What follows belongs to an exercise in optimizing a design on an open flow for small area, a short achievable clock period and few clock cycles; a production flow would make more cautious choices.
The RTL was checked by simulation tests, not by an equivalence proof against the original design.
No activity file was given, so power comes from the tool's default toggle rates.

==> flow/design.v, too long to show whole: its modules and the start of the top module <==
// module auklet_core: 883 lines
// module auklet_bmul: 2159 lines
module auklet_core (
    input  wire        clk,
    input  wire        rst,         
    input  wire        bus_req,
    input  wire        bus_we,
    input  wire [11:0] bus_addr,
    input  wire [2:0]  bus_size,
    input  wire [31:0] bus_wdata,
    output reg         bus_ack,
    output reg  [31:0] bus_rdata,
    output wire [31:0] act0,
    output wire [31:0] act1,
    output wire [31:0] act2,
    output wire [31:0] act3,
    output wire        irq
);
  // ...
==> flow/flow/run.sh <==
#!/bin/bash
set -euo pipefail
bash standard.sh SETUP_SLACK_MARGIN=13 finish > layout.log 2>&1
==> flow/standard.sh <==
#!/bin/bash
# synth_recipe.tcl (not shown) runs the flow's synth.tcl, then flattens the netlist and writes it again
# the make line also repeats each setting of config.mk as NAME=value (left out here)
make -C /OpenROAD-flow-scripts/flow DESIGN_CONFIG=/design/flow/config.mk WORK_HOME=/design/flow/orfs CLKGATE_MAP_FILE= SYNTH_SCRIPT=/design/flow/synth_recipe.tcl "${@:-finish}"
==> flow/config.mk <==
export PLATFORM = sky130hd
export DESIGN_NAME = auklet_core
export DESIGN_NICKNAME = auklet_core
export VERILOG_FILES = /design/flow/design.v
export SDC_FILE = /design/flow/constraint.sdc
export NUM_CORES = 8
export LEC_CHECK = 0
export ABC_AREA = 1
export CAP_MARGIN = 20
export CORE_MARGIN = 2
export CORE_UTILIZATION = 40
export PLACE_DENSITY = 0.6
export SLEW_MARGIN = 20
==> flow/constraint.sdc <==
create_clock -name core_clock -period 20.0 [get_ports {clk}]
set_input_delay 4.0000 -clock core_clock [delete_from_list [all_inputs] [get_ports {clk}]]
set_output_delay 4.0000 -clock core_clock [all_outputs]
set_load 0.01 [all_outputs]
==> summary.txt, run 1 <==
STA
  – Final worst slack: 12.74 ns
  – RSZ-0062 raised after global routing: true
  – Total negative slack: 0 ns

Layout
  – Most common cell after layout, fill and taps aside: nand2_1
  – Layout clock buffer count: 540

Critical path
  – CP top delay family: buffers and inverters
  – Critical path, cell by cell: inv_2, o21ai_0, o22ai_1, nor2_1, o311ai_4, nand2_2, buf_12, clkinv_16, nor2_4, inv_2, nand2_1, nand4_1, buf_2
  – CP startpoint kind: flip-flop

Yosys
  – Simple-Gate Fraction of Synth Area: 15.4%
  – Post-synth top cells: nand2_1 (4306), inv_1 (2759), edfxtp_1 (2510)
  – Flip-flop and latch count after synthesis: 3699
  – Syn Inst Count: 24328
  – Synth Area per Inst: 8.83 µm²

Die
  – Tap Count: 7181
  – Core area: 0.536 mm²
  – Die area: 0.543 mm²

Power
  – Switching power: 4.92 mW

Route
  – Antenna Violating Nets Remaining: 0
  – Iter 0 DRT Violations: 29248

Global route
  – Grt met1 use: 52.4%
  – Vias in the first global route: 180618
  – Global routing's busiest layer: met2

Min path
  – Worst hold start: uB[7]
  – Hold EP: tB[7]

Place
  – I/O Buffers: 212

CTS
  – Worst skew pair latency: 1.12 ns

Status
  – Status: complete, no violations
Testbench counts, summed over its fixed seeds: cycles 38,823.
==> module auklet_core, before the edit <==
module auklet_core (
    input  wire        clk,
    input  wire        rst,         
    input  wire        bus_req,
    input  wire        bus_we,
    input  wire [11:0] bus_addr,
    input  wire [2:0]  bus_size,
    input  wire [31:0] bus_wdata,
    output reg         bus_ack,
    output reg  [31:0] bus_rdata,
    output wire [31:0] act0,
    output wire [31:0] act1,
    output wire [31:0] act2,
    output wire [31:0] act3,
    output wire        irq
);
    localparam [31:0] ID_VALUE = 32'h41554B31;
    localparam C_DT   = 0;
    localparam C_LIM  = 1;
    localparam C_OVF  = 2;
    localparam C_CMD  = 3;
    localparam C_BUS  = 4;
    localparam C_LOCK = 5;
    localparam [2:0] A_NONE = 3'd0, A_RO = 3'd1, A_RW = 3'd2, A_RWL = 3'd3,
                     A_W1C  = 3'd4, A_WO = 3'd5;
    localparam [4:0] R_NONE  = 5'd0,  R_ID    = 5'd1,  R_CTRL  = 5'd2,
                     R_STAT  = 5'd3,  R_IRQEN = 5'd4,  R_CMD   = 5'd5,
                     R_DT    = 5'd6,  R_INP   = 5'd7,  R_EINFO = 5'd8,
                     R_ECAUSE= 5'd9,  R_KP    = 5'd10, R_KI    = 5'd11,
                     R_KD    = 5'd12, R_ILIM  = 5'd13, R_DEFSP = 5'd14,
                     R_SP    = 5'd15, R_MEAS  = 5'd16, R_ITERM = 5'd17,
                     R_LERR  = 5'd18, R_POUT  = 5'd19, R_M     = 5'd20,
                     R_ACT   = 5'd21, R_MIXIN = 5'd22;
    localparam [3:0] OP_NONE = 4'd0, OP_DT = 4'd1, OP_P = 4'd2, OP_QD = 4'd3,
                     OP_MIX  = 4'd4, OP_XR = 4'd5, OP_I = 4'd6, OP_Q  = 4'd7,
                     OP_QLO  = 4'd8, OP_QHI = 4'd9;
    localparam [2:0] E_IDLE = 3'd0, E_FAST = 3'd1, E_SDIF = 3'd2,
                     E_SDIV = 3'd3, E_SDIVW = 3'd4, E_SNEG = 3'd5,
                     E_SOPS = 3'd6, E_SMIX = 3'd7;
    localparam [1:0] K_TICK = 2'd0, K_UPD = 2'd1, K_MIX = 2'd2;
    localparam [4:0] F_TICK_END = 5'd25, F_UPD_END = 5'd9, F_MIX_END = 5'd9;
    localparam [4:0] S_OPS_END = 5'd21, S_MIX_END = 5'd17;
    integer k;
    reg  [3:0]  ctrl;
    reg  [5:0]  status;
    reg  [8:0]  irqen;
    reg  [31:0] dt;
    reg         en;
    reg  [31:0] errinfo;
    reg  [2:0]  errcode;
    reg         errvalid;
    reg  [31:0] kp    [0:3];
    reg  [31:0] ki    [0:3];
    reg  [31:0] kd    [0:3];
    reg  [31:0] ilim  [0:3];
    reg  [31:0] defsp [0:3];
    reg  [31:0] sp    [0:3];
    reg  [31:0] meas  [0:3];
    reg  [31:0] iterm [0:3];
    reg  [31:0] lasterr [0:3];
    reg  [31:0] pidout  [0:3];
    reg  [31:0] mtx   [0:15];
    reg  [31:0] act   [0:3];
    reg  [31:0] mixin [0:3];
    reg  [15:0] mfit;            
    reg  [3:0]  kdfit;           
    reg  [3:0]  ilfit;           
    wire lock = ctrl[0];
    wire dupd = ctrl[1];
    reg         late;
    wire        late_ovf;
    wire [31:0] act_eff [0:3];
    wire [5:0]  status_eff = status | {3'b000, late_ovf, 2'b00};
    wire [2:0]  errcode_eff  = late_ovf ? C_OVF : errcode;
    wire        errvalid_eff = late_ovf | errvalid;
    assign act0 = act_eff[0];
    assign act1 = act_eff[1];
    assign act2 = act_eff[2];
    assign act3 = act_eff[3];
    assign irq  = |({3'b000, status_eff} & irqen);
    wire       size_ok = (bus_size == 3'd4) && (bus_addr[1:0] == 2'b00);
    wire [9:0] wa      = bus_addr[11:2];
    wire [3:0] wo      = wa[3:0];
    wire r_ctl   = (wa[9:4] == 6'h00);         
    wire r_bank  = (wa[9:6] == 4'h1);          
    wire r_m     = (wa[9:4] == 6'h08);         
    wire r_act   = (wa[9:2] == 8'h24);         
    wire r_mixin = (wa[9:2] == 8'h25);         
    wire ctl_map  = r_ctl  && (wo <= 4'd8);
    wire bank_map = r_bank && (wo <= 4'd10) && (wo != 4'd5);
    wire mapped   = size_ok && (ctl_map || bank_map || r_m || r_act || r_mixin);
    wire is_ro    = (r_ctl && (wo == 4'd0 || wo == 4'd7 || wo == 4'd8)) ||
                    (r_bank && (wo == 4'd8 || wo == 4'd9 || wo == 4'd10)) || r_act;
    wire is_rwl   = (r_ctl && (wo == 4'd1 || wo == 4'd5)) || (r_bank && (wo <= 4'd4)) || r_m;
    reg [2:0] atype;
    reg [4:0] rkind;
    reg [3:0] ridx;
    always @(*) begin
        atype = !mapped ? A_NONE : is_ro ? A_RO : is_rwl ? A_RWL :
                (r_ctl && wo == 4'd2) ? A_W1C : (r_ctl && wo == 4'd4) ? A_WO : A_RW;
        rkind = R_NONE;
        ridx  = r_bank ? {2'b00, wa[5:4]} : wa[3:0];
        if (r_ctl) begin
            case (wo)
                4'd0: rkind = R_ID;     4'd1: rkind = R_CTRL;  4'd2: rkind = R_STAT;
                4'd3: rkind = R_IRQEN;  4'd4: rkind = R_CMD;   4'd5: rkind = R_DT;
                4'd6: rkind = R_INP;    4'd7: rkind = R_EINFO; 4'd8: rkind = R_ECAUSE;
                default: ;
            endcase
        end else if (r_bank) begin
            case (wo)
                4'd0: rkind = R_KP;     4'd1: rkind = R_KI;    4'd2: rkind = R_KD;
                4'd3: rkind = R_ILIM;   4'd4: rkind = R_DEFSP; 4'd6: rkind = R_SP;
                4'd7: rkind = R_MEAS;   4'd8: rkind = R_ITERM; 4'd9: rkind = R_LERR;
                4'd10: rkind = R_POUT;
                default: ;
            endcase
        end else if (r_m) rkind = R_M;
        else if (r_act)   rkind = R_ACT;
        else if (r_mixin) rkind = R_MIXIN;
    end
    wire [1:0] rax = ridx[1:0];
    reg         rd_pend;
    reg  [9:0]  rd_a;              
    wire [31:0] kp_rd, ki_rd, kd_rd, it_rd, il_rd, po_rd, mi_rd, mA_rd, mB_rd;
    wire       rd_fast = !mapped || r_act || (r_ctl && wo != 4'd5 && wo != 4'd7);
    reg [31:0] ctl_v;
    always @(*) begin
        case (wo)
            4'd0:    ctl_v = ID_VALUE;
            4'd1:    ctl_v = {28'd0, ctrl};
            4'd2:    ctl_v = {26'd0, status_eff};
            4'd3:    ctl_v = {23'd0, irqen};
            4'd6:    ctl_v = {31'd0, en};
            4'd8:    ctl_v = {errvalid_eff, 28'd0, errcode_eff};
            default: ctl_v = 32'd0;
        endcase
    end
    wire [31:0] rd_val = !size_ok ? 32'd0 : r_act ? act_eff[wa[1:0]] : r_ctl ? ctl_v : 32'd0;
    wire [3:0] rd_idx = rd_a[3:0];
    reg  [4:0] rd_kind;
    always @(*) begin
        rd_kind = R_NONE;
        if (rd_a[9:4] == 6'h00) rd_kind = (rd_a[3:0] == 4'd5) ? R_DT : R_EINFO;
        else if (rd_a[9:6] == 4'h1) begin
            case (rd_a[3:0])
                4'd0: rd_kind = R_KP;     4'd1: rd_kind = R_KI;    4'd2: rd_kind = R_KD;
                4'd3: rd_kind = R_ILIM;   4'd4: rd_kind = R_DEFSP; 4'd6: rd_kind = R_SP;
                4'd7: rd_kind = R_MEAS;   4'd8: rd_kind = R_ITERM; 4'd9: rd_kind = R_LERR;
                default: rd_kind = R_POUT;
            endcase
        end else if (rd_a[9:4] == 6'h08) rd_kind = R_M;
        else rd_kind = R_MIXIN;
    end
    reg [31:0] rd_slow;           
    always @(*) begin
        case (rd_kind)
            R_DT:     rd_slow = dt;
            R_EINFO:  rd_slow = errinfo;
            R_KP:     rd_slow = kp_rd;
            R_KI:     rd_slow = ki_rd;
            R_KD:     rd_slow = kd_rd;
            R_ILIM:   rd_slow = il_rd;
            R_DEFSP:  rd_slow = defsp[rd_a[5:4]];
            R_SP:     rd_slow = sp[rd_a[5:4]];
            R_MEAS:   rd_slow = meas[rd_a[5:4]];
            R_ITERM:  rd_slow = it_rd;
            R_LERR:   rd_slow = lasterr[rd_a[5:4]];
            R_POUT:   rd_slow = po_rd;
            R_M:      rd_slow = rd_a[3] ? mB_rd : mA_rd;
            R_MIXIN:  rd_slow = mi_rd;
            default:  rd_slow = 32'd0;
        endcase
    end
    wire [31:0] w      = bus_wdata;
    wire [7:0]  w_op   = w[7:0];
    wire        w_hi0  = (w[31:11] == 21'd0);
    wire        c_nop    = (w == 32'h0000_0000);
    wire        c_upd    = (w_op == 8'h01) && w_hi0 && !w[10];
    wire        c_rst    = (w_op == 8'h02) && w_hi0 && !w[10];
    wire        c_rstall = (w == 32'h0000_0003);
    wire        c_mix    = (w_op == 8'h04) && w_hi0 && (w[9:8] == 2'b00);
    wire        c_tick   = (w == 32'h0000_0005);
    wire        c_legal  = c_nop | c_upd | c_rst | c_rstall | c_mix | c_tick;
    wire [1:0]  w_axis   = w[9:8];
    reg  dt_bad;                 
    wire lim_bad_a   = ilim[w_axis][31];
    wire lim_bad_all = ilim[0][31] | ilim[1][31] | ilim[2][31] | ilim[3][31];
    wire chk_bad     = dt_bad || (c_upd ? lim_bad_a : lim_bad_all);
    reg  [2:0]  est;             
    reg  [1:0]  ekind;           
    reg  [4:0]  fs;              
    reg  [1:0]  cax;             
    reg         mix_src;         
    reg         ovf_acc;
    reg         smi;             
    wire eng_idle = (est == E_IDLE);
    wire bus_idle = eng_idle && !rd_pend;
    wire acc_cmd  = bus_idle && bus_req && bus_we && size_ok && r_ctl && (wo == 4'd4);
    wire start_eng = acc_cmd && c_legal &&
                     ((c_mix) || ((c_tick && en) || c_upd) && !chk_bad);
    wire [1:0] start_kind = c_tick ? K_TICK : c_upd ? K_UPD : K_MIX;
    reg  [31:0] err_r  [0:3];    
    reg  [3:0]  eovf_r;          
    reg  [3:0]  efit_r;          
    reg  [3:0]  sgn_r;           
    reg  [19:0] xmag_r [0:3];    
    reg  [3:0]  xfit_r;          
    reg         eupd;            
    reg  [1:0]  eupd_ax;
    reg         dupd_p;          
    reg  [1:0]  dupd_ax;
    reg         dsgn_r;          
    reg         eupd2;
    reg  [1:0]  eupd2_ax;
    reg  [31:0] eu_s_r;
    reg         eu_so_r;
    wire [31:0] eu_defsp = defsp[eupd_ax];
    wire [31:0] eu_sp    = sp[eupd_ax];
    wire [32:0] eu_s33   = {eu_defsp[31], eu_defsp} + {eu_sp[31], eu_sp};
    wire        eu_so    = eu_s33[32] != eu_s33[31];
    wire [31:0] eu_s32   = eu_so ? (eu_s33[32] ? 32'h8000_0000 : 32'h7FFF_FFFF) : eu_s33[31:0];
    wire [31:0] eu_meas  = meas[eupd2_ax];
    wire [32:0] eu_e33   = {eu_s_r[31], eu_s_r} - {eu_meas[31], eu_meas};
    wire        eu_eo    = eu_e33[32] != eu_e33[31];
    wire [31:0] eu_e32   = eu_eo ? (eu_e33[32] ? 32'h8000_0000 : 32'h7FFF_FFFF) : eu_e33[31:0];
    reg         dupd2;
    reg  [1:0]  dupd2_ax;
    reg  [32:0] du_d_r;
    wire [1:0]  du_ax    = dupd_ax;
    wire [31:0] du_le    = lasterr[du_ax];
    wire [31:0] du_er    = err_r[du_ax];
    wire [32:0] du_d33   = {du_le[31], du_le} - {du_er[31], du_er};
    wire [32:0] du_m33   = du_d_r[32] ? -du_d_r : du_d_r;
    wire [19:0] du_mag   = du_m33[19:0];
    wire        du_fit   = (du_m33[32:20] == 13'h0000);
    wire [3:0]  axok     = efit_r & kdfit & ilfit;
    reg  [31:0] drem;
    reg  [48:0] dq;
    reg  [5:0]  dcnt;
    reg         dbusy;
    reg         dmode_r;       
    reg         rpend;         
    reg         rvalid;
    reg  [31:0] recip;         
    reg  [4:0]  s_r;           
    wire [32:0] d_r2  = {drem, dmode_r ? 1'b1 : dq[47]};
    wire [32:0] d_sub = d_r2 - {2'b00, dt[30:0]};
    wire        d_qb  = !d_sub[32];
    reg [31:0] dt_smear;
    reg [4:0]  dt_len;
    always @(*) begin
        dt_smear = {1'b0, dt[31:1]};
        dt_smear = dt_smear | (dt_smear >> 1);
        dt_smear = dt_smear | (dt_smear >> 2);
        dt_smear = dt_smear | (dt_smear >> 4);
        dt_smear = dt_smear | (dt_smear >> 8);
        dt_smear = dt_smear | (dt_smear >> 16);
        dt_len = 5'd0;
        for (k = 0; k < 31; k = k + 1)
            if (dt[k]) dt_len = k + 1;
    end
    wire dtok = rvalid && !rpend && (dt[31:20] == 12'd0) && (dt[19:4] != 16'd0);
    localparam DW = 14;
    function [DW-1:0] dsc;
        input       v;
        input [3:0] op;
        input [1:0] ax;
        input       row;
        input [1:0] col;
        input [1:0] pass;
        begin
            dsc = {v, op, ax, row, col, (col == 2'd0), (col == 2'd3), pass};
        end
    endfunction
    reg [DW-1:0] dA_n, dB_n;      
    task sched;
        input [2:0] st;
        input [1:0] kind;
        input [4:0] n;
        input [1:0] ax;
        input       mrow;
        reg   [4:0] m;
        begin
            dA_n = {DW{1'b0}};
            dB_n = {DW{1'b0}};
            if (st == E_FAST) begin
                if (kind == K_TICK) begin
                    case (n)
                        5'd0:  dA_n = dsc(1, OP_DT, 2'd0, 0, 0, 0);
                        5'd2:  begin dA_n = dsc(1, OP_P,  2'd0, 0, 0, 0); dB_n = dsc(1, OP_XR, 2'd0, 0, 0, 0); end
                        5'd3:  dA_n = dsc(1, OP_DT, 2'd1, 0, 0, 0);
                        5'd4:  begin dA_n = dsc(1, OP_DT, 2'd2, 0, 0, 0); dB_n = dsc(1, OP_I,  2'd0, 0, 0, 0); end
                        5'd5:  begin dA_n = dsc(1, OP_P,  2'd1, 0, 0, 0); dB_n = dsc(1, OP_XR, 2'd1, 0, 0, 0); end
                        5'd6:  begin dA_n = dsc(1, OP_QD, 2'd0, 0, 0, 0); dB_n = dsc(1, OP_Q,  2'd0, 0, 0, 0); end
                        5'd7:  begin dA_n = dsc(1, OP_DT, 2'd3, 0, 0, 0); dB_n = dsc(1, OP_I,  2'd1, 0, 0, 0); end
                        5'd8:  begin dA_n = dsc(1, OP_P,  2'd2, 0, 0, 0); dB_n = dsc(1, OP_XR, 2'd2, 0, 0, 0); end
                        5'd9:  begin dA_n = dsc(1, OP_QD, 2'd1, 0, 0, 0); dB_n = dsc(1, OP_Q,  2'd1, 0, 0, 0); end
                        5'd10: dB_n = dsc(1, OP_I,  2'd2, 0, 0, 0);
                        5'd11: begin dA_n = dsc(1, OP_P,  2'd3, 0, 0, 0); dB_n = dsc(1, OP_XR, 2'd3, 0, 0, 0); end
                        5'd12: begin dA_n = dsc(1, OP_QD, 2'd2, 0, 0, 0); dB_n = dsc(1, OP_Q,  2'd2, 0, 0, 0); end
                        5'd13: dB_n = dsc(1, OP_I,  2'd3, 0, 0, 0);
                        5'd15: begin dA_n = dsc(1, OP_QD, 2'd3, 0, 0, 0); dB_n = dsc(1, OP_Q,  2'd3, 0, 0, 0); end
                        default: ;
                    endcase
                    if (n >= 5'd16 && n <= 5'd23) begin
                        m = n - 5'd16;
                        dA_n = dsc(1, OP_MIX, 2'd0, m[0], m[2:1], 0);
                        dB_n = dsc(1, OP_MIX, 2'd0, m[0], m[2:1], 0);
                    end
                end else if (kind == K_UPD) begin
                    case (n)
                        5'd0: dA_n = dsc(1, OP_DT, ax, 0, 0, 0);
                        5'd2: begin dA_n = dsc(1, OP_P,  ax, 0, 0, 0); dB_n = dsc(1, OP_XR, ax, 0, 0, 0); end
                        5'd4: dB_n = dsc(1, OP_I,  ax, 0, 0, 0);
                        5'd6: begin dA_n = dsc(1, OP_QD, ax, 0, 0, 0); dB_n = dsc(1, OP_Q, ax, 0, 0, 0); end
                        default: ;
                    endcase
                end else begin
                    if (n <= 5'd7) begin
                        dA_n = dsc(1, OP_MIX, 2'd0, n[0], n[2:1], 0);
                        dB_n = dsc(1, OP_MIX, 2'd0, n[0], n[2:1], 0);
                    end
                end
            end else if (st == E_SOPS) begin
                case (n)
                    5'd0:  dA_n = dsc(1, OP_DT,  ax, 0, 0, 2'd1);
                    5'd2:  dA_n = dsc(1, OP_DT,  ax, 0, 0, 2'd2);
                    5'd3:  dA_n = dsc(1, OP_P,   ax, 0, 0, 2'd1);
                    5'd5:  dA_n = dsc(1, OP_P,   ax, 0, 0, 2'd2);
                    5'd7:  dB_n = dsc(1, OP_I,   ax, 0, 0, 2'd1);
                    5'd9:  dB_n = dsc(1, OP_I,   ax, 0, 0, 2'd2);
                    5'd11: dB_n = dsc(1, OP_QLO, ax, 0, 0, 2'd1);
                    5'd13: dB_n = dsc(1, OP_QLO, ax, 0, 0, 2'd2);
                    5'd15: dB_n = dsc(1, OP_QHI, ax, 0, 0, 2'd1);
                    5'd17: dB_n = dsc(1, OP_QHI, ax, 0, 0, 2'd2);
                    default: ;
                endcase
            end else if (st == E_SMIX) begin
                if (!n[0] && n <= 5'd14) begin
                    dA_n = dsc(1, OP_MIX, 2'd0, mrow, n[3:2], n[1] ? 2'd2 : 2'd1);
                    dB_n = dsc(1, OP_MIX, 2'd0, mrow, n[3:2], n[1] ? 2'd2 : 2'd1);
                end
            end
        end
    endtask
    reg  [DW-1:0] dA, dB;          
    reg  [DW-1:0] uA, uB;          
    reg  [DW-1:0] tA, tB;          
    reg  [32:0] aA_r, aB_r;        
    reg  [20:0] bA_r, bB_r;
    reg  [DW-1:0] rA, rB;          
    reg  [66:0] sA_r, cA_r, sB_r, cB_r;
    reg  [66:0] resA, resB;        
    reg  [19:0] r1loA, r1loB;      
    reg  [32:0] sq_r [0:1];        
    wire        iA_v    = dA[13];
    wire [3:0]  iA_op   = dA[12:9];
    wire [1:0]  iA_ax   = dA[8:7];
    wire        iA_row  = dA[6];
    wire [1:0]  iA_col  = dA[5:4];
    wire        iA_first= dA[3];
    wire [1:0]  iA_pass = dA[1:0];
    wire        iB_v    = dB[13];
    wire [3:0]  iB_op   = dB[12:9];
    wire [1:0]  iB_ax   = dB[8:7];
    wire        iB_row  = dB[6];
    wire [1:0]  iB_col  = dB[5:4];
    wire        iB_first= dB[3];
    wire [1:0]  iB_pass = dB[1:0];
    wire [3:0]  uA_op   = uA[12:9];
    wire [1:0]  uA_ax   = uA[8:7];
    wire        uA_first= uA[3];
    wire [1:0]  uA_pass = uA[1:0];
    wire [3:0]  uB_op   = uB[12:9];
    wire        uB_first= uB[3];
    wire [1:0]  uB_pass = uB[1:0];
    wire        rA_v    = rA[13];
    wire [3:0]  rA_op   = rA[12:9];
    wire [1:0]  rA_ax   = rA[8:7];
    wire        rA_row  = rA[6];
    wire        rA_last = rA[2];
    wire [1:0]  rA_pass = rA[1:0];
    wire        rB_v    = rB[13];
    wire [3:0]  rB_op   = rB[12:9];
    wire [1:0]  rB_ax   = rB[8:7];
    wire        rB_row  = rB[6];
    wire        rB_last = rB[2];
    wire [1:0]  rB_pass = rB[1:0];
    reg  [1:0] selA_ax, selB_ax, selA_col, selC_ax;
    reg  [2:0] selA_m, selB_m;
    assign kp_rd = kp[selA_ax];
    assign ki_rd = ki[selB_ax];
    assign kd_rd = kd[selB_ax];
    assign it_rd = iterm[selB_ax];
    assign il_rd = ilim[selC_ax];
    assign po_rd = pidout[selA_col];
    assign mi_rd = mixin[selA_col];
    assign mA_rd = mtx[{1'b0, selA_m}];
    assign mB_rd = mtx[{1'b1, selB_m}];
    wire [66:0] prodA = resA;      
    wire [66:0] prodB = resB;
    wire ok0 = (ekind == K_TICK) ? (dtok && (&mfit) && (&axok)) :
               (ekind == K_UPD)  ? (dtok && axok[cax]) : (&mfit);
    wire ok1 = (ekind == K_TICK) ? (&xfit_r) :
               (ekind == K_UPD)  ? xfit_r[cax] : 1'b1;
    wire haz0   = eupd2 && (ekind != K_MIX) && (eupd2_ax == cax);
    wire abort0 = (est == E_FAST) && (fs == 5'd0) && (haz0 || ((ekind == K_MIX) && !ok0));
    wire abort1 = (est == E_FAST) && (fs == 5'd1) && (ekind != K_MIX) && !ok0;
    wire abort2 = (est == E_FAST) && (fs == 5'd3) && !ok1;
    wire abortf = abort0 | abort1 | abort2;
    function [20:0] bsel;    
        input [31:0] v;
        input [1:0]  pass;
        begin
            case (pass)
                2'd1:    bsel = {1'b0, v[19:0]};
                2'd2:    bsel = {{9{v[31]}}, v[31:20]};
                default: bsel = v[20:0];
            endcase
        end
    endfunction
    wire [31:0] vA = mix_src ? mi_rd : po_rd;
    wire [31:0] vB = mix_src ? mixin[iB_col] : pidout[iB_col];
    wire [3:0]  mA_idx = {1'b0, iA_row, iA_col};
    wire [3:0]  mB_idx = {1'b1, iB_row, iB_col};
    wire [32:0] q_hi = dq[48:16];
    wire [32:0] q_lo = {17'd0, dq[15:0]};
    reg  [37:0] qd_r [0:1];
    wire [37:0] qd_add  = qd_r[uA_ax[0]];
    wire [31:0] it_byp = (cl_v && cl_ax == iB_ax) ? it_r : it_rd;
    reg [32:0] aA, aB;
    reg [20:0] bA, bB;
    always @(*) begin
        aA = 33'd0; bA = 21'd0;
        case (iA_op)
            OP_DT: begin aA = {dt[31], dt};               bA = bsel(err_r[iA_ax], iA_pass); end
            OP_P:  begin aA = {kp_rd[31], kp_rd}; bA = bsel(err_r[iA_ax], iA_pass); end
            OP_QD: begin aA = sq_r[iA_ax[0]];             bA = dt[20:0]; end
            OP_MIX: begin aA = {vA[31], vA};              bA = bsel(mA_rd, iA_pass); end
            default: ;
        endcase
        aB = 33'd0; bB = 21'd0;
        case (iB_op)
            OP_XR:  begin aB = {1'b0, recip}; bB = {1'b0, xmag_r[iB_ax]}; end
            OP_I:   begin aB = {ki_rd[31], ki_rd}; bB = bsel(it_byp, iB_pass); end
            OP_Q:   begin aB = sq_r[iB_ax[0]]; bB = kd_rd[20:0]; end
            OP_QLO: begin aB = q_lo; bB = bsel(kd_rd, iB_pass); end
            OP_QHI: begin aB = q_hi; bB = bsel(kd_rd, iB_pass); end
            OP_MIX: begin aB = {vB[31], vB}; bB = bsel(mB_rd, iB_pass); end
            default: ;
        endcase
    end
    reg [66:0] addA, addB;
    always @(*) begin
        addA = 67'd0;
        case (uA_op)
            OP_QD:  addA = {{29{qd_add[37]}}, qd_add};
            OP_MIX: if (!uA_first) addA = prodA;
            default: ;
        endcase
        if (uA_pass == 2'd2) addA = {{20{resA[66]}}, resA[66:20]};
        addB = 67'd0;
        case (uB_op)
            OP_I:   addB = {prodA[66:16], 16'd0};
            OP_Q:   addB = {prodB[66:16], 16'd0};
            OP_QLO: addB = {prodB[66:16], 16'd0};
            OP_QHI: addB = {{16{prodB[66]}}, prodB[66:16]};
            OP_MIX: if (!uB_first) addB = prodB;
            default: ;
        endcase
        if (uB_pass == 2'd2) addB = {{20{resB[66]}}, resB[66:20]};
    end
    wire [66:0] sA, cA, sB, cB;
    auklet_bmul umA (.a(aA_r), .b(bA_r), .d(addA), .s(sA), .c(cA));
    auklet_bmul umB (.a(aB_r), .b(bB_r), .d(addB), .s(sB), .c(cB));
    reg  [31:0] it_r;
    reg  [1:0]  cl_ax;
    reg         cl_v;
    reg  [31:0] it_old;              
    reg  [31:0] il_c;
    wire [49:0] it50    = {{18{it_old[31]}}, it_old};
    wire [49:0] dte50   = {prodA[64], prodA[64:16]};
    wire [49:0] il50    = {18'd0, il_c};
    wire [49:0] isum    = it50 + dte50;
    wire [49:0] ihi     = it50 + dte50 + ~il50;       
    wire [49:0] ilo     = it50 + dte50 + il50;        
    wire [31:0] it_next = !ihi[49] ? il_c : ilo[49] ? (~il_c + 32'd1) : isum[31:0];
    wire [31:0] xr_hi  = resB[51:20];
    wire [31:0] q_est  = xr_hi >> s_r;
    reg  [19:0] xmq_r;               
    reg         xsg_r;
    wire [32:0] sq_nxt = xsg_r ? -{1'b0, q_est} : {1'b0, q_est};
    wire [37:0] qd_nxt0 = {7'd0, dt[30:0]} - {2'b00, xmq_r, 16'd0} - 38'd1;
    wire [37:0] qd_nxt  = qd_nxt0 ^ {38{xsg_r}};
    reg  [1:0]  of_ax;
    reg         of_v;
    reg         osgn;                
    reg  [31:0] kdx_r;
    wire        corr    = resA[66] ^ osgn;
    wire [66:0] ofin_c  = resB + {{35{kdx_r[31]}}, kdx_r} + {66'd0, osgn};
    wire [66:0] ofin    = (rB_op == OP_Q) ? (corr ? ofin_c : resB) : prodB;
    wire        ofast_n = (rB_op == OP_Q);
    wire [50:0] of51    = ofast_n ? ofin[66:16] : ofin[50:0];
    wire        of_hi   = ofast_n ? 1'b0 : !((&ofin[66:50]) | ~(|ofin[66:50]));
    wire        of_ovf_n = of_hi | !((&of51[50:31]) | ~(|of51[50:31]));
    wire [31:0] of_out_n = of_ovf_n ? (ofin[66] ? 32'h8000_0000 : 32'h7FFF_FFFF) : of51[31:0];
    reg  [31:0] of_out;
    reg         of_ovf;
    wire [66:0] sumA   = sA_r + cA_r;
    wire [66:0] sumB   = sB_r + cB_r;
    wire [66:0] cmbA   = (tA[1:0] == 2'd2) ? {sumA[46:0], r1loA} : sumA;
    wire [66:0] cmbB   = (tB[1:0] == 2'd2) ? {sumB[46:0], r1loB} : sumB;
    wire        sA_ovf = !((&cmbA[66:47]) | ~(|cmbA[66:47]));
    wire        sB_ovf = !((&cmbB[66:47]) | ~(|cmbB[66:47]));
    reg  [31:0] mA_out, mB_out;
    reg         mA_ovf, mB_ovf;
    wire rA_fin = rA_v && (rA_pass != 2'd1);
    wire rB_fin = rB_v && (rB_pass != 2'd1);
    wire c_isum   = rA_fin && rA_op == OP_DT;
    wire c_xr     = rB_fin && rB_op == OP_XR;
    wire c_ofin   = rB_fin && (rB_op == OP_Q || rB_op == OP_QHI);
    wire c_mixA   = rA_fin && rA_op == OP_MIX && rA_last;
    wire c_mixB   = rB_fin && rB_op == OP_MIX && rB_last;
    wire ovf_now  = (of_v & of_ovf) | (c_mixA & mA_ovf) | (c_mixB & mB_ovf);
    reg [2:0] est_n;
    reg [1:0] ekind_n, cax_n;
    reg [4:0] fs_n;
    reg       smi_n;
    reg       done_n;              
    reg       fdone_n;             
    always @(*) begin
        est_n = est; ekind_n = ekind; cax_n = cax; fs_n = fs; smi_n = smi;
        done_n = 1'b0;
        fdone_n = 1'b0;
        case (est)
            E_IDLE: begin
                if (start_eng) begin
                    est_n   = E_FAST;
                    ekind_n = start_kind;
                    cax_n   = c_upd ? w_axis : 2'd0;
                    fs_n    = 5'd0;
                    smi_n   = 1'b0;
                end
            end
            E_FAST: begin
                fs_n = fs + 5'd1;
                if (abortf) begin
                    est_n = (ekind == K_MIX) ? E_SMIX : E_SDIF;
                    fs_n  = 5'd0;
                end else if (((ekind == K_TICK) && fs == F_TICK_END) ||
                             ((ekind == K_UPD)  && fs == F_UPD_END) ||
                             ((ekind == K_MIX)  && fs == F_MIX_END)) begin
                    est_n   = E_IDLE;
                    done_n  = 1'b1;
                    fdone_n = 1'b1;
                end
            end
            E_SDIF: begin
                if (fs == 5'd0) begin
                    if (!dupd_p && !dupd2 && !dbusy && !rpend) fs_n = 5'd1;
                end else if (fs == 5'd1) begin
                    fs_n = 5'd2;
                end else begin
                    fs_n  = 5'd0;
                    est_n = E_SDIVW;
                end
            end
            E_SDIVW: begin
                if (!dbusy) est_n = E_SDIV;
            end
            E_SDIV: begin
                est_n = E_SNEG;
            end
            E_SNEG: begin
                est_n = E_SOPS;
                fs_n  = 5'd0;
            end
            E_SOPS: begin
                fs_n = fs + 5'd1;
                if (fs == S_OPS_END) begin
                    fs_n  = 5'd0;
                    cax_n = cax + 2'd1;
                    if (ekind == K_UPD) begin
                        est_n  = E_IDLE;
                        done_n = 1'b1;
                    end else begin
                        est_n = (cax == 2'd3) ? E_SMIX : E_SDIF;
                    end
                end
            end
            E_SMIX: begin
                fs_n = fs + 5'd1;
                if (fs == S_MIX_END) begin
                    fs_n  = 5'd0;
                    smi_n = 1'b1;
                    if (smi) begin
                        est_n  = E_IDLE;
                        done_n = 1'b1;
                    end
                end
            end
            default: est_n = E_IDLE;
        endcase
        sched(est_n, ekind_n, fs_n, cax_n, smi_n);
    end
    wire eovf_any  = (ekind == K_TICK) ? (|eovf_r) :
                     (ekind == K_UPD) ? eovf_r[cax] : 1'b0;
    wire ovf_fin   = ovf_acc | ovf_now | eovf_any;
    assign late_ovf = late & ovf_fin;
    genvar gi;
    generate
        for (gi = 0; gi < 4; gi = gi + 1) begin : g_act
            assign act_eff[gi] = (c_mixA && gi == {1'b0, rA_row}) ? mA_out :
                                 (c_mixB && gi == {1'b1, rB_row}) ? mB_out : act[gi];
        end
    endgenerate
    wire [31:0] cmd_word = (ekind == K_TICK) ? 32'h0000_0005 :
                           (ekind == K_UPD)  ? {22'd0, cax, 8'h01} :
                                               {21'd0, mix_src, 10'h004};
    wire        wr_base = bus_idle && bus_req && bus_we && size_ok;
    wire        wr_ok   = wr_base && mapped && !is_ro && !(is_rwl && lock);
    wire [31:0] wz    = w & {32{~rst}};
    wire        wz_fit21 = (wz[31:20] == 12'h000) || (wz[31:20] == 12'hFFF);
    always @(posedge clk) begin
        if (rst || (wr_base && r_ctl && wo == 4'd5 && !lock)) begin dt <= wz; dt_bad <= $signed(wz) <= 0; end
        if (rst || (wr_base && r_ctl && wo == 4'd3)) irqen <= wz[8:0];
        if (rst || (wr_base && r_ctl && wo == 4'd6)) en    <= wz[0];
        for (k = 0; k < 4; k = k + 1) begin
            if (rst || (wr_base && r_bank && wa[5:4] == k && wo == 4'd0 && !lock)) kp[k] <= wz;
            if (rst || (wr_base && r_bank && wa[5:4] == k && wo == 4'd1 && !lock)) ki[k] <= wz;
            if (rst || (wr_base && r_bank && wa[5:4] == k && wo == 4'd2 && !lock)) begin kd[k] <= wz; kdfit[k] <= wz_fit21; end
            if (rst || (wr_base && r_bank && wa[5:4] == k && wo == 4'd3 && !lock)) begin ilim[k] <= wz; ilfit[k] <= (wz[31:20] == 12'h000); end
            if (rst || (wr_base && r_bank && wa[5:4] == k && wo == 4'd4 && !lock)) defsp[k] <= wz;
            if (rst || (wr_base && r_bank && wa[5:4] == k && wo == 4'd6)) sp[k]    <= wz;
            if (rst || (wr_base && r_bank && wa[5:4] == k && wo == 4'd7)) meas[k]  <= wz;
            if (rst || (wr_base && r_mixin && wa[1:0] == k))              mixin[k] <= wz;
        end
        for (k = 0; k < 16; k = k + 1)
            if (rst || (wr_base && r_m && wo == k && !lock)) begin mtx[k] <= wz; mfit[k] <= wz_fit21; end
    end
    always @(posedge clk) begin
        bus_rdata <= rd_pend ? rd_slow : rd_val;
        if (est == E_IDLE) begin
            selA_ax <= wa[5:4]; selB_ax <= wa[5:4];
            selA_col <= wa[6] ? wa[5:4] : wa[1:0];      
            selA_m  <= r_m ? wa[2:0] : 3'd0;           
            selB_m  <= r_m ? wa[2:0] : 3'd0;
        end else begin
            selA_ax <= dA_n[8:7]; selB_ax <= dB_n[8:7]; selA_col <= dA_n[5:4];
            selA_m  <= dA_n[6:4]; selB_m  <= dB_n[6:4];
        end
        selC_ax <= (est == E_IDLE) ? wa[5:4] : uA[8:7];
        rd_a      <= wa;
        s_r       <= dt_len - 5'd5;
        aA_r <= aA; bA_r <= bA; aB_r <= aB; bB_r <= bB;
        sA_r <= sA; cA_r <= cA; sB_r <= sB; cB_r <= cB;
        resA <= cmbA;
        resB <= cmbB;
        mA_ovf <= sA_ovf;
        mB_ovf <= sB_ovf;
        mA_out <= sA_ovf ? (cmbA[66] ? 32'h8000_0000 : 32'h7FFF_FFFF) : cmbA[47:16];
        mB_out <= sB_ovf ? (cmbB[66] ? 32'h8000_0000 : 32'h7FFF_FFFF) : cmbB[47:16];
        if (rA_v && rA_pass == 2'd1) r1loA <= resA[19:0];
        if (rB_v && rB_pass == 2'd1) r1loB <= resB[19:0];
        if (iB_op == OP_XR) begin
            xmq_r <= xmag_r[iB_ax];
            xsg_r <= sgn_r[iB_ax];
        end
        if (iB_op == OP_Q) begin
            kdx_r <= kd_rd ^ {32{sgn_r[iB_ax]}};
            osgn  <= sgn_r[iB_ax];
        end
        if (c_xr) begin
            sq_r[rB_ax[0]] <= sq_nxt;
            qd_r[rB_ax[0]] <= qd_nxt;
        end
        it_r   <= it_next;
        it_old <= iterm[tA[8:7]];
        il_c   <= il_rd;
        cl_ax  <= rA_ax;
        of_out <= of_out_n;
        of_ovf <= of_ovf_n;
        of_ax  <= rB_ax;
    end
    always @(posedge clk) begin
        if (rst) begin
            ctrl      <= 4'b0100;
            status    <= 6'd0;
            errinfo   <= 32'd0;
            errcode   <= 3'd0;
            errvalid  <= 1'b0;
            for (k = 0; k < 4; k = k + 1) begin
                iterm[k] <= 32'd0;  lasterr[k] <= 32'd0;
                pidout[k] <= 32'd0; act[k] <= 32'd0;
                err_r[k] <= 32'd0;  xmag_r[k] <= 20'd0;
            end
            eovf_r <= 4'h0;
            efit_r <= 4'hF;
            sgn_r  <= 4'h0;
            xfit_r <= 4'hF;
            eupd   <= 1'b0;
            eupd2  <= 1'b0;
            dupd_p <= 1'b0;
            dupd2  <= 1'b0;
            bus_ack <= 1'b0;
            rd_pend <= 1'b0;
            late    <= 1'b0;
            est     <= E_IDLE;
            dA <= {DW{1'b0}}; dB <= {DW{1'b0}};
            uA <= {DW{1'b0}}; uB <= {DW{1'b0}};
            tA <= {DW{1'b0}}; tB <= {DW{1'b0}};
            rA <= {DW{1'b0}}; rB <= {DW{1'b0}};
            cl_v <= 1'b0; of_v <= 1'b0;
            dbusy <= 1'b0; rpend <= 1'b0; rvalid <= 1'b0;
        end else begin
            bus_ack <= 1'b0;
            rd_pend <= 1'b0;
            if (rd_pend) bus_ack <= 1'b1;
            est <= est_n; ekind <= ekind_n; cax <= cax_n; fs <= fs_n; smi <= smi_n;
            dA <= dA_n; dB <= dB_n;
            uA <= dA; uB <= dB;
            tA <= uA; tB <= uB;
            rA <= tA; rB <= tB;
            if (abortf) begin
                uA[DW-1] <= 1'b0; uB[DW-1] <= 1'b0;
                tA[DW-1] <= 1'b0; tB[DW-1] <= 1'b0;
                rA[DW-1] <= 1'b0; rB[DW-1] <= 1'b0;
            end
            cl_v <= c_isum && !abortf;
            of_v <= c_ofin;
            eupd   <= 1'b0;
            eupd2  <= eupd;
            dupd_p <= 1'b0;
            if (eupd) begin
                eupd2_ax <= eupd_ax;
                eu_s_r   <= eu_s32;
                eu_so_r  <= eu_so;
            end
            if (eupd2) begin
                err_r[eupd2_ax]  <= eu_e32;
                eovf_r[eupd2_ax] <= eu_so_r | eu_eo;
                efit_r[eupd2_ax] <= (eu_e32[31:20] == 12'h000) || (eu_e32[31:20] == 12'hFFF);
                dupd_p  <= 1'b1;
                dupd_ax <= eupd2_ax;
            end
            dupd2 <= dupd_p;
            if (dupd_p) begin
                du_d_r   <= du_d33;
                dupd2_ax <= dupd_ax;
            end
            if (dupd2) begin
                sgn_r[dupd2_ax]  <= du_d_r[32];
                xmag_r[dupd2_ax] <= du_mag;
                xfit_r[dupd2_ax] <= du_fit;
            end
            if (est == E_SDIF && fs == 5'd0 && !dupd_p && !dupd2 && !dbusy && !rpend) begin
                dupd_p  <= 1'b1;
                dupd_ax <= cax;
            end
            if (cl_v && !abortf) iterm[cl_ax] <= it_r;
            if (of_v) begin
                pidout[of_ax] <= of_out;
                if (dupd) begin
                    for (k = 0; k < 4; k = k + 1)
                        if (of_ax == k) lasterr[k] <= err_r[k];
                    dupd_p  <= 1'b1;
                    dupd_ax <= of_ax;
                end
            end
            if (c_mixA) act[{1'b0, rA_row}] <= mA_out;
            if (c_mixB) act[{1'b1, rB_row}] <= mB_out;
            if (est != E_IDLE) ovf_acc <= ovf_acc | ovf_now;
            if (dbusy) begin
                drem <= d_qb ? d_sub[31:0] : d_r2[31:0];
                dq   <= {dq[47:0], d_qb};
                dcnt <= dcnt - 6'd1;
                if (dcnt == 6'd1) begin
                    dbusy <= 1'b0;
                    if (dmode_r) begin
                        recip  <= {dq[30:0], d_qb};
                        rvalid <= 1'b1;
                    end
                end
            end else if (rpend) begin
                rpend <= 1'b0;
                if (!dt_bad) begin
                    drem    <= dt_smear;
                    dq      <= 49'd0;
                    dcnt    <= 6'd32;
                    dmode_r <= 1'b1;
                    dbusy   <= 1'b1;
                end
            end else if (est == E_SDIF && fs == 5'd2) begin
                drem    <= 32'd0;
                dq      <= {1'b0, du_m33[31:0], 16'd0};
                dcnt    <= 6'd48;
                dmode_r <= 1'b0;
                dbusy   <= 1'b1;
                dsgn_r  <= du_d_r[32];
            end
            if (est == E_SDIV && dsgn_r) dq <= ~dq;
            if (est == E_SNEG && dsgn_r) dq <= dq + 49'd1;
            late <= fdone_n;
            if (late_ovf) begin
                status[C_OVF] <= 1'b1;
                errinfo <= cmd_word;
                errcode <= C_OVF;  errvalid <= 1'b1;
            end
            if (bus_idle && bus_req) begin
                if (atype == A_NONE) begin
                    status[C_BUS] <= 1'b1;
                    errinfo <= {20'd0, bus_addr};
                    errcode <= C_BUS;  errvalid <= 1'b1;
                    bus_ack <= 1'b1;
                end else if (!bus_we) begin
                    if (rd_fast) bus_ack <= 1'b1;
                    else         rd_pend <= 1'b1;
                end else if (atype == A_RO) begin
                    status[C_BUS] <= 1'b1;
                    errinfo <= {20'd0, bus_addr};
                    errcode <= C_BUS;  errvalid <= 1'b1;
                    bus_ack <= 1'b1;
                end else if (atype == A_RWL && lock) begin
                    status[C_LOCK] <= 1'b1;
                    errinfo <= {20'd0, bus_addr};
                    errcode <= C_LOCK; errvalid <= 1'b1;
                    bus_ack <= 1'b1;
                end else if (rkind != R_CMD) begin
                    bus_ack <= 1'b1;
                    case (rkind)
                        R_CTRL:  ctrl  <= w[3:0];
                        R_STAT:  status <= status_eff & ~w[5:0];
                        R_DT:    begin rpend <= 1'b1; rvalid <= 1'b0; dbusy <= 1'b0; end
                        R_DEFSP: begin eupd <= 1'b1; eupd_ax <= rax; end
                        R_SP:    begin eupd <= 1'b1; eupd_ax <= rax; end
                        R_MEAS:  begin eupd <= 1'b1; eupd_ax <= rax; end
                        default: ;
                    endcase
                end else begin
                    ovf_acc <= 1'b0;
                    mix_src <= w[10];
                    if (!c_legal) begin
                        status[C_CMD] <= 1'b1;
                        errinfo <= w;
                        errcode <= C_CMD;  errvalid <= 1'b1;
                        bus_ack <= 1'b1;
                    end else if (c_nop) begin
                        bus_ack <= 1'b1;
                    end else if (c_rst) begin
                        iterm[w_axis] <= 32'd0;
                        bus_ack <= 1'b1;
                    end else if (c_rstall || (c_tick && !en)) begin
                        for (k = 0; k < 4; k = k + 1) begin
                            iterm[k] <= 32'd0;
                            if (c_tick) act[k] <= 32'd0;
                        end
                        bus_ack <= 1'b1;
                    end else if (!c_mix && chk_bad) begin
                        if (dt_bad) status[C_DT] <= 1'b1;
                        if (c_upd ? lim_bad_a : lim_bad_all) begin
                            status[C_LIM] <= 1'b1;
                            errcode <= C_LIM;
                        end else begin
                            errcode <= C_DT;
                        end
                        errinfo  <= w;
                        errvalid <= 1'b1;
                        bus_ack  <= 1'b1;
                    end
                end
            end
            if (done_n) begin
                bus_ack <= 1'b1;
                if (ovf_fin && !fdone_n) begin
                    status[C_OVF] <= 1'b1;
                    errinfo <= cmd_word;
                    errcode <= C_OVF;  errvalid <= 1'b1;
                end
            end
        end
    end
endmodule
==> run 2: changes to the inputs <==
--- a/flow/design.v
+++ b/flow/design.v
@@ -68,7 +68,10 @@
     wire lock = ctrl[0];
     wire dupd = ctrl[1];
     reg         late;
-    wire        late_ovf;
+    reg  [3:0]  clr_it;            
+    reg         clr_act;
+    reg         late_ovf;          
+    reg  [3:0]  byp;               
     wire [31:0] act_eff [0:3];
     wire [5:0]  status_eff = status | {3'b000, late_ovf, 2'b00};
     wire [2:0]  errcode_eff  = late_ovf ? C_OVF : errcode;
@@ -137,41 +140,19 @@
         endcase
     end
     wire [31:0] rd_val = !size_ok ? 32'd0 : r_act ? act_eff[wa[1:0]] : r_ctl ? ctl_v : 32'd0;
-    wire [3:0] rd_idx = rd_a[3:0];
-    reg  [4:0] rd_kind;
-    always @(*) begin
-        rd_kind = R_NONE;
-        if (rd_a[9:4] == 6'h00) rd_kind = (rd_a[3:0] == 4'd5) ? R_DT : R_EINFO;
-        else if (rd_a[9:6] == 4'h1) begin
-            case (rd_a[3:0])
-                4'd0: rd_kind = R_KP;     4'd1: rd_kind = R_KI;    4'd2: rd_kind = R_KD;
-                4'd3: rd_kind = R_ILIM;   4'd4: rd_kind = R_DEFSP; 4'd6: rd_kind = R_SP;
-                4'd7: rd_kind = R_MEAS;   4'd8: rd_kind = R_ITERM; 4'd9: rd_kind = R_LERR;
-                default: rd_kind = R_POUT;
-            endcase
-        end else if (rd_a[9:4] == 6'h08) rd_kind = R_M;
-        else rd_kind = R_MIXIN;
-    end
-    reg [31:0] rd_slow;           
-    always @(*) begin
-        case (rd_kind)
-            R_DT:     rd_slow = dt;
-            R_EINFO:  rd_slow = errinfo;
-            R_KP:     rd_slow = kp_rd;
-            R_KI:     rd_slow = ki_rd;
-            R_KD:     rd_slow = kd_rd;
-            R_ILIM:   rd_slow = il_rd;
-            R_DEFSP:  rd_slow = defsp[rd_a[5:4]];
-            R_SP:     rd_slow = sp[rd_a[5:4]];
-            R_MEAS:   rd_slow = meas[rd_a[5:4]];
-            R_ITERM:  rd_slow = it_rd;
-            R_LERR:   rd_slow = lasterr[rd_a[5:4]];
-            R_POUT:   rd_slow = po_rd;
-            R_M:      rd_slow = rd_a[3] ? mB_rd : mA_rd;
-            R_MIXIN:  rd_slow = mi_rd;
-            default:  rd_slow = 32'd0;
-        endcase
-    end
+    reg  [13:0] rd_oh;             
+    wire [13:0] rd_oh_n = {r_mixin, r_m, r_bank && wo == 4'd10, r_bank && wo == 4'd9,
+                           r_bank && wo == 4'd8, r_bank && wo == 4'd7, r_bank && wo == 4'd6,
+                           r_bank && wo == 4'd4, r_bank && wo == 4'd3, r_bank && wo == 4'd2,
+                           r_bank && wo == 4'd1, r_bank && wo == 4'd0,
+                           r_ctl && wo == 4'd7, r_ctl && wo == 4'd5};
+    wire [31:0] rd_slow = ({32{rd_oh[0]}}  & dt)     | ({32{rd_oh[1]}}  & errinfo) |
+                          ({32{rd_oh[2]}}  & kp_rd)  | ({32{rd_oh[3]}}  & ki_rd)   |
+                          ({32{rd_oh[4]}}  & kd_rd)  | ({32{rd_oh[5]}}  & il_rd)   |
+                          ({32{rd_oh[6]}}  & defsp[rd_a[5:4]]) | ({32{rd_oh[7]}} & sp[rd_a[5:4]]) |
+                          ({32{rd_oh[8]}}  & meas[rd_a[5:4]])  | ({32{rd_oh[9]}} & it_rd) |
+                          ({32{rd_oh[10]}} & lasterr[rd_a[5:4]]) | ({32{rd_oh[11]}} & po_rd) |
+                          ({32{rd_oh[12]}} & (rd_a[3] ? mB_rd : mA_rd)) | ({32{rd_oh[13]}} & mi_rd);
     wire [31:0] w      = bus_wdata;
     wire [7:0]  w_op   = w[7:0];
     wire        w_hi0  = (w[31:11] == 21'd0);
@@ -230,8 +211,10 @@
     wire [1:0]  du_ax    = dupd_ax;
     wire [31:0] du_le    = lasterr[du_ax];
     wire [31:0] du_er    = err_r[du_ax];
-    wire [32:0] du_d33   = {du_le[31], du_le} - {du_er[31], du_er};
-    wire [32:0] du_m33   = du_d_r[32] ? -du_d_r : du_d_r;
+    wire [32:0] du_d33, du_n33;
+    assign du_d33 = {du_le[31], du_le} - {du_er[31], du_er};
+    auklet_add #(33, 6) ua_dn (.a(~du_d_r), .b(33'd0), .ci(1'b1), .s(du_n33));
+    wire [32:0] du_m33   = du_d_r[32] ? du_n33 : du_d_r;
     wire [19:0] du_mag   = du_m33[19:0];
     wire        du_fit   = (du_m33[32:20] == 13'h0000);
     wire [3:0]  axok     = efit_r & kdfit & ilfit;
@@ -245,7 +228,10 @@
     reg  [31:0] recip;         
     reg  [4:0]  s_r;           
     wire [32:0] d_r2  = {drem, dmode_r ? 1'b1 : dq[47]};
-    wire [32:0] d_sub = d_r2 - {2'b00, dt[30:0]};
+    wire [32:0] d_sub;
+    auklet_add #(33, 6) ua_dv (.a(d_r2), .b(~{2'b00, dt[30:0]}), .ci(1'b1), .s(d_sub));
+    wire [48:0] dq_inc;
+    auklet_add #(49, 6) ua_dq (.a(dq), .b(49'd0), .ci(1'b1), .s(dq_inc));
     wire        d_qb  = !d_sub[32];
     reg [31:0] dt_smear;
     reg [4:0]  dt_len;
@@ -490,8 +476,11 @@
     wire [31:0] q_est  = xr_hi >> s_r;
     reg  [19:0] xmq_r;               
     reg         xsg_r;
-    wire [32:0] sq_nxt = xsg_r ? -{1'b0, q_est} : {1'b0, q_est};
-    wire [37:0] qd_nxt0 = {7'd0, dt[30:0]} - {2'b00, xmq_r, 16'd0} - 38'd1;
+    wire [32:0] q_neg;
+    auklet_add #(33, 6) ua_qn (.a(~{1'b0, q_est}), .b(33'd0), .ci(1'b1), .s(q_neg));
+    wire [32:0] sq_nxt = xsg_r ? q_neg : {1'b0, q_est};
+    wire [37:0] qd_nxt0;
+    auklet_add #(38, 6) ua_qd (.a({7'd0, dt[30:0]}), .b(~{2'b00, xmq_r, 16'd0}), .ci(1'b0), .s(qd_nxt0));
     wire [37:0] qd_nxt  = qd_nxt0 ^ {38{xsg_r}};
     reg  [1:0]  of_ax;
     reg         of_v;
@@ -507,8 +496,9 @@
     wire [31:0] of_out_n = of_ovf_n ? (ofin[66] ? 32'h8000_0000 : 32'h7FFF_FFFF) : of51[31:0];
     reg  [31:0] of_out;
     reg         of_ovf;
-    wire [66:0] sumA   = sA_r + cA_r;
-    wire [66:0] sumB   = sB_r + cB_r;
+    wire [66:0] sumA, sumB;
+    auklet_add #(67, 7) ua_sa (.a(sA_r), .b(cA_r), .ci(1'b0), .s(sumA));
+    auklet_add #(67, 7) ua_sb (.a(sB_r), .b(cB_r), .ci(1'b0), .s(sumB));
     wire [66:0] cmbA   = (tA[1:0] == 2'd2) ? {sumA[46:0], r1loA} : sumA;
     wire [66:0] cmbB   = (tB[1:0] == 2'd2) ? {sumB[46:0], r1loB} : sumB;
     wire        sA_ovf = !((&cmbA[66:47]) | ~(|cmbA[66:47]));
@@ -607,14 +597,16 @@
     wire eovf_any  = (ekind == K_TICK) ? (|eovf_r) :
                      (ekind == K_UPD) ? eovf_r[cax] : 1'b0;
     wire ovf_fin   = ovf_acc | ovf_now | eovf_any;
-    assign late_ovf = late & ovf_fin;
     genvar gi;
     generate
         for (gi = 0; gi < 4; gi = gi + 1) begin : g_act
-            assign act_eff[gi] = (c_mixA && gi == {1'b0, rA_row}) ? mA_out :
-                                 (c_mixB && gi == {1'b1, rB_row}) ? mB_out : act[gi];
+            assign act_eff[gi] = clr_act ? 32'd0 : !byp[gi] ? act[gi] : (gi < 2) ? mA_out : mB_out;
         end
     endgenerate
+    wire tA_mix = tA[13] && (tA[1:0] != 2'd1) && (tA[12:9] == OP_MIX) && tA[2];
+    wire tB_mix = tB[13] && (tB[1:0] != 2'd1) && (tB[12:9] == OP_MIX) && tB[2];
+    wire ovf_late_n = ovf_acc | ovf_now | eovf_any | (tA_mix & sA_ovf) | (tB_mix & sB_ovf) |
+                      (c_ofin & of_ovf_n);
     wire [31:0] cmd_word = (ekind == K_TICK) ? 32'h0000_0005 :
                            (ekind == K_UPD)  ? {22'd0, cax, 8'h01} :
                                                {21'd0, mix_src, 10'h004};
@@ -652,6 +644,7 @@
         end
         selC_ax <= (est == E_IDLE) ? wa[5:4] : uA[8:7];
         rd_a      <= wa;
+        rd_oh     <= rd_oh_n;
         s_r       <= dt_len - 5'd5;
         aA_r <= aA; bA_r <= bA; aB_r <= aB; bB_r <= bB;
         sA_r <= sA; cA_r <= cA; sB_r <= sB; cB_r <= cB;
@@ -706,6 +699,10 @@
             bus_ack <= 1'b0;
             rd_pend <= 1'b0;
             late    <= 1'b0;
+            late_ovf <= 1'b0;
+            clr_it  <= 4'd0;
+            clr_act <= 1'b0;
+            byp     <= 4'd0;
             est     <= E_IDLE;
             dA <= {DW{1'b0}}; dB <= {DW{1'b0}};
             uA <= {DW{1'b0}}; uB <= {DW{1'b0}};
@@ -800,8 +797,16 @@
                 dsgn_r  <= du_d_r[32];
             end
             if (est == E_SDIV && dsgn_r) dq <= ~dq;
-            if (est == E_SNEG && dsgn_r) dq <= dq + 49'd1;
+            if (est == E_SNEG && dsgn_r) dq <= dq_inc;
+            clr_it  <= 4'd0;
+            clr_act <= 1'b0;
+            for (k = 0; k < 4; k = k + 1) begin
+                if (clr_it[k]) iterm[k] <= 32'd0;
+                if (clr_act)   act[k]   <= 32'd0;
+            end
             late <= fdone_n;
+            late_ovf <= fdone_n && ovf_late_n;
+            byp  <= {tB_mix & tB[6], tB_mix & ~tB[6], tA_mix & tA[6], tA_mix & ~tA[6]} & {4{!abortf}};
             if (late_ovf) begin
                 status[C_OVF] <= 1'b1;
                 errinfo <= cmd_word;
@@ -848,13 +853,11 @@
                     end else if (c_nop) begin
                         bus_ack <= 1'b1;
                     end else if (c_rst) begin
-                        iterm[w_axis] <= 32'd0;
+                        clr_it[w_axis] <= 1'b1;
                         bus_ack <= 1'b1;
                     end else if (c_rstall || (c_tick && !en)) begin
-                        for (k = 0; k < 4; k = k + 1) begin
-                            iterm[k] <= 32'd0;
-                            if (c_tick) act[k] <= 32'd0;
-                        end
+                        clr_it  <= 4'hF;
+                        clr_act <= c_tick;
                         bus_ack <= 1'b1;
                     end else if (!c_mix && chk_bad) begin
                         if (dt_bad) status[C_DT] <= 1'b1;
@@ -881,6 +884,38 @@
         end
     end
 endmodule
+module auklet_add #(parameter W = 33, parameter L = 6) (    
+    input  wire [W-1:0] a,
+    input  wire [W-1:0] b,
+    input  wire         ci,
+    output wire [W-1:0] s
+);
+    wire [W-1:0] p0 = a ^ b;
+    wire [W-1:0] g0 = a & b;
+    reg  [W-1:0] G [0:2*L];
+    reg  [W-1:0] P [0:2*L];
+    integer i, lv;
+    always @(*) begin
+        G[0] = g0; P[0] = p0;
+        G[0][0] = g0[0] | (p0[0] & ci);
+        for (lv = 0; lv < L; lv = lv + 1) begin
+            G[lv+1] = G[lv]; P[lv+1] = P[lv];
+            for (i = (2 << lv) - 1; i < W; i = i + (2 << lv)) begin
+                G[lv+1][i] = G[lv][i] | (P[lv][i] & G[lv][i-(1 << lv)]);
+                P[lv+1][i] = P[lv][i] & P[lv][i-(1 << lv)];
+            end
+        end
+        for (lv = L; lv < 2*L; lv = lv + 1) begin
+            G[lv+1] = G[lv]; P[lv+1] = P[lv];
+            for (i = 3*(1 << (2*L-1-lv)) - 1; i < W; i = i + (2 << (2*L-1-lv))) begin
+                G[lv+1][i] = G[lv][i] | (P[lv][i] & G[lv][i-(1 << (2*L-1-lv))]);
+                P[lv+1][i] = P[lv][i] & P[lv][i-(1 << (2*L-1-lv))];
+            end
+        end
+    end
+    wire [W-1:0] c = G[2*L];
+    assign s = p0 ^ {c[W-2:0], ci};
+endmodule
 module auklet_bmul (
     input  wire [32:0] a,
     input  wire [20:0] b,
==> flow/flow/run.sh (replaced) <==
#!/bin/bash
set -euo pipefail
bash standard.sh SETUP_SLACK_MARGIN=13.5 finish > layout.log 2>&1
--- a/flow/config.mk
+++ b/flow/config.mk
@@ -6,8 +6,8 @@
 export NUM_CORES = 8
 export LEC_CHECK = 0
 export ABC_AREA = 1
-export CAP_MARGIN = 20
+export CAP_MARGIN = 40
 export CORE_MARGIN = 2
 export CORE_UTILIZATION = 40
 export PLACE_DENSITY = 0.6
-export SLEW_MARGIN = 20
+export SLEW_MARGIN = 40
==> run 2 against run 1 <==
  * Clock power increased by 0.8%
  * Non-clock buffer count grew 62
  * Power is 0.88% higher
  * Highest routed layer unchanged
==> summary.txt, run 2 <==
Critical path
  – Worst Setup End Kind: output pin (unchanged)
  – Critical path arrival: 2.54 ns (was 3.26 ns)
  – CP startpoint kind: flip-flop (unchanged)
  – CP top delay family: buffers and inverters (unchanged)
  – Critical path, cell by cell: inv_16, buf_12, buf_4, o21ai_0, a21oi_2, dlygate4sd2_1 (was inv_2, o21ai_0, o22ai_1, nor2_1, o311ai_4, nand2_2, buf_12, clkinv_16, nor2_4, inv_2, nand2_1, nand4_1, buf_2)
  – Critical path class: reg -> out (unchanged)
  – Crit path max fanout: 8 (was 6)
  – Worst Path Required: 16.00 ns (about the same)
  – Crit-path slowest cell: dfxtp_4 (was edfxtp_1)
  – Max stage delay on crit path: 0.40 ns (was 0.48 ns)
  – Buf+Inv Stages, Crit Path: 4 (was 5)

Job
  – Max-cap violations: 0 (unchanged)

STA
  – RSZ-0062 raised after global routing: true (unchanged)
  – Rel. slew slack: 21.1% (was 4.91%)
  – Total negative slack: 0 ns (unchanged)
  – Setup Skew: 0.143 ns (was 0.147 ns)
  – Final setup violation count: 0 (unchanged)
  – Final Critical Period: 6.54 ns (was 7.26 ns)
  – WHS: 0.342 ns (was 0.324 ns)
  – Final worst slack: 13.46 ns (was 12.74 ns)
  – Max Freq: 153 MHz (was 138 MHz)
  – Worst-margin pin slew: 1.17 ns (was 1.43 ns)
  – Hold Fails Final Rpt: 0 (unchanged)
  – Tcrit/Tclk final: 32.7% (was 36.3%)
  – Slew Viols, Final: 0 (unchanged)

Global route
  – GRT Total Usage: 39.2% (was 40.3%)
  – Total grt overflow: 0 (unchanged)
  – First-pass GRT wire length: 1440 mm (was 1520 mm)
  – Largest net degree at the start of global routing: 77 (was 97)
  – Initial antenna violation count: 208 (was 200)
  – Vias in the first global route: 171349 (was 180618)

Yosys
  – Yosys warns: 23 (was 11)
  – Post-synth top area share: 37.5% (was 35.1%)
  – Count leader, synth: nand2_1 (unchanged)
  – Post-synth ARST share: 0% (unchanged)
  – Yosys top cell by area: edfxtp_1 (unchanged)
  – Post-synth top cells: nand2_1 (3559), edfxtp_1 (2636), inv_1 (2510) (was nand2_1 (4306), inv_1 (2759), edfxtp_1 (2510))
  – Synth cell types: 83 (was 74)
  – Top_reg_cell synth: edfxtp_1 (unchanged)
  – Synth Area per Inst: 9.34 µm² (was 8.83 µm²)
  – Largest cells by area after synthesis: edfxtp_1 (38%), dfxtp_1 (10%), fa_1 (7.1%) (was edfxtp_1 (35%), dfxtp_1 (11%), nand2_1 (7.5%))
  – Sequential fraction of the synthesis area: 47.7% (was 46.2%)
  – Post-synth EDFFs: 2636 (was 2510)
  – Post-Syn Area: 0.211 mm² (was 0.215 mm²)
  – Flip-flop and latch count after synthesis: 3708 (was 3699)
  – Syn Inst Count: 22567 (was 24328)
  – Synthesized Nets: 24034 (was 25651)

Route
  – Iter 0 DRT Violations: 28343 (was 29248)
  – Wire length per cell: 35.7 µm (was 35.3 µm)
  – First-pass DRT Iterations: 9 (was 7)
  – WL final: 1080 mm (was 1140 mm)
  – Routed vias/inst: 6.15 (was 6.12)
  – Antenna Violating Nets Remaining: 0 (unchanged)
  – DRC: 0 (unchanged)
  – Vias: 186135 (was 196676)

Layout
  – Most frequent cells in the layout: nand2_1 (3506), edfxtp_1 (2636), inv_1 (2427), nor2_1 (1852), o21ai_0 (1598) (was nand2_1 (4228), inv_1 (2723), edfxtp_1 (2510), nor2_1 (2069), o21ai_0 (1791))
  – Max reg flops: 512 (unchanged)
  – P&R area growth vs syn: 14.5% (was 14.4%)
  – Largest reg by FF count: mtx (unchanged)
  – Fraction of layout cells with a size suffix above 1: 11.0% (was 9.00%)
  – End-of-flow core utilization: 46.0% (was 45.8%)
  – Most common cell after layout, fill and taps aside: nand2_1 (unchanged)
  – Final std cells w/o fill: 30284 (was 32149)
  – Final net count: 24261 (was 25807)

Power
  – Sequential Power Share: 47.7% (about the same)
  – Clk pwr share: 42.6% (about the same)
  – Switching power: 4.97 mW (was 4.92 mW)
  – Static leakage: 95.2 nW (was 96.0 nW)
  – Switching Fraction: 27.1% (about the same)
  – PD cells: 76.0 mW/mm² (was 74.1 mW/mm²)
  – Internal power: 13.4 mW (was 13.3 mW)
  – Gate power share: 9.7% (about the same)
  – Worst vdd ir: 91.0 µV (was 96.0 µV)

Status
  – Status: complete, no violations (unchanged)

Die
  – # rows: 266 (was 269)
  – Core area: 0.525 mm² (was 0.536 mm²)
  – Chip Height: 730 µm (was 737 µm)
  – Die area: 0.533 mm² (was 0.543 mm²)
  – IO Count: 213 (unchanged)
  – Starting Density: 40.2% (was 40.1%)
  – Die width: 730 µm (was 737 µm)

CTS
  – Worst skew pair latency: 1.12 ns (about the same)
  – Cts bufs inserted: 413 (was 409)
  – CTS Root Cell: clkbuf_16 (unchanged)
  – Clock Path Buffers: 4 (unchanged)
  – CTS Sinks: 3708 (was 3699)
  – Hold_buf cts: 0 (unchanged)
  – CTS tree: done (unchanged)
  – Clock transition at path regs: 0.06 ns (was 0.07 ns)
  – H-tree Lvls: 5 (unchanged)

Place
  – Placed insts: 29141 (was 31067)
  – Post-DP HPWL: 799 mm (was 853 mm)
  – Setup WS pre-CTS: 10.86 ns (was 9.17 ns)
  – I/O Buffers: 212 (unchanged)
  – Routability Congestion: 1.08 (was 1.12)

Min path
  – Worst Hold Class: reg -> reg (unchanged)
==> run 2: cell types whose count changed after synthesis, sizes merged, moves of 117 or more <==
| cell | previous run | this run |
|---|---|---|
| nand3 | 898 | 754 |
| nand2 | 4320 | 3582 |
| inv | 2795 | 2570 |
| o21ai | 2038 | 1891 |
| a21oi | 1385 | 1146 |
| o22ai | 1116 | 975 |
| nor2 | 2179 | 1978 |
| dfxtp | 1189 | 1072 |
| edfxtp | 2510 | 2636 |
==> run 2: stage by stage <==
stage          power, mW  area, µm²
2_1_floorplan       9.62     211000
3_3_place_gp        10.5     223000
3_5_place_dp        10.6     224000
4_1_cts             18.3     240000
5_1_grt             18.7     241000
6_report            18.4     241000
==> run 2: metal layers <==
layer | vias up | GRT usage, % | share of wire, %
met2 | 12615 | 56.5 | 41
met1 | 91606 | 48.0 | 36
met3 | 2999 | 12.6 | 12
li1 | 78788 | - | -
met5 | - | 0.372 | 0.15
met4 | 127 | 31.7 | 10
==> run 2: final timing paths <==
kind	startpoint	slack (ns)	endpoint	depth (start not counted)
worst max register to register	sB_r[0]	13.72	late_ovf	23
worst max-delay path	clr_act	13.46	act1[30]	6
worst min register to register	rA[7]	0.34	cl_ax[0]	0
worst min-delay path	rA[7]	0.34	cl_ax[0]	0
==> run 2: repair_timing <==
item,4_1_cts,5_1_grt
pin swaps,26,29
setup buffers,121,61
cloned,5,6
resized for setup,533,266
endpoints found under the setup margin,710,421
endpoints found under the hold margin,0,0
==> run 2: logic make-up (layout without fill, tap and decap cells) <==
family | Yosys count | count (layout) | share of synthesized area, %
muxes | 29 | 29 | 0.138
AOI/OAI and AO/OA | 5615 | 5615 | 16.3
adders and majority gates | 1416 | 1416 | 11.1
xor gates and xnor gates | 1045 | 1045 | 4.34
DFF | 3708 | 3708 | 47.7
other | 0 | 170 | 0
and+or+nand+nor | 6843 | 6843 | 13.4
buffers and inverters | 3911 | 4490 | 7.05
==> run 2: power by group through the flow <==
| stage | Clock, mW | Combinational [mW] | Sequential, mW |
|---|---|---|---|
| 5_1_grt | 8.11 | 1.81 | 8.78 |
| 3_3_place_gp | 0 | 1.63 | 8.90 |
| 4_1_cts | 7.83 | 1.67 | 8.75 |
| 3_5_place_dp | 0 | 1.65 | 8.91 |
| 6_report | 7.81 | 1.79 | 8.75 |
| 2_1_floorplan | 0 | 0.773 | 8.85 |
==> run 2: area by class of cell <==
cell class | count | area (µm²)
timing repair buffer | 1116 | 9370
multi-input combinational | 14948 | 98800
antenna | 170 | 425
tap | 6968 | 8720
inverter | 2605 | 9900
clock buffer | 549 | 11200
sequential | 3708 | 101000
clock inverter | 218 | 2370
timing repair inverter | 2 | 16.3
fill | 50256 | 283000
Testbench counts of run 2, summed over its fixed seeds: cycles 38,823.

[port drivers added, routing unchanged]
In the flow no input, the clock included, has a driving cell. The finished layouts below were timed again as built, in two steps. Step 1 assumes that a clkbuf_16 drives the clock port and a buf_2 every other input. Step 2 moves the port delays by t, midway between the first and last clock arrival at a register: inputs arrive t later, outputs are due t later. That takes back most of the time a late clock gives input paths. Three values: ideal ports, drivers, drivers and shift; two values: the first two.
| run | t, ns | setup slack, ns | worst slew at a driven data input, ns | pins driven straight from the clock port |
|---|---|---|---|---|
| run 1 | 1.184 | 12.743 / 12.602 / 11.835 | 0.31 | 1 |
| run 2 | 1.185 | 13.463 / 13.334 / 12.395 | 0.07 | 1 |
After both steps every run listed still meets setup and hold. The setup slack of run 2, which loses most, moves by -0.129 ns with the drivers and by -1.068 ns with both steps.
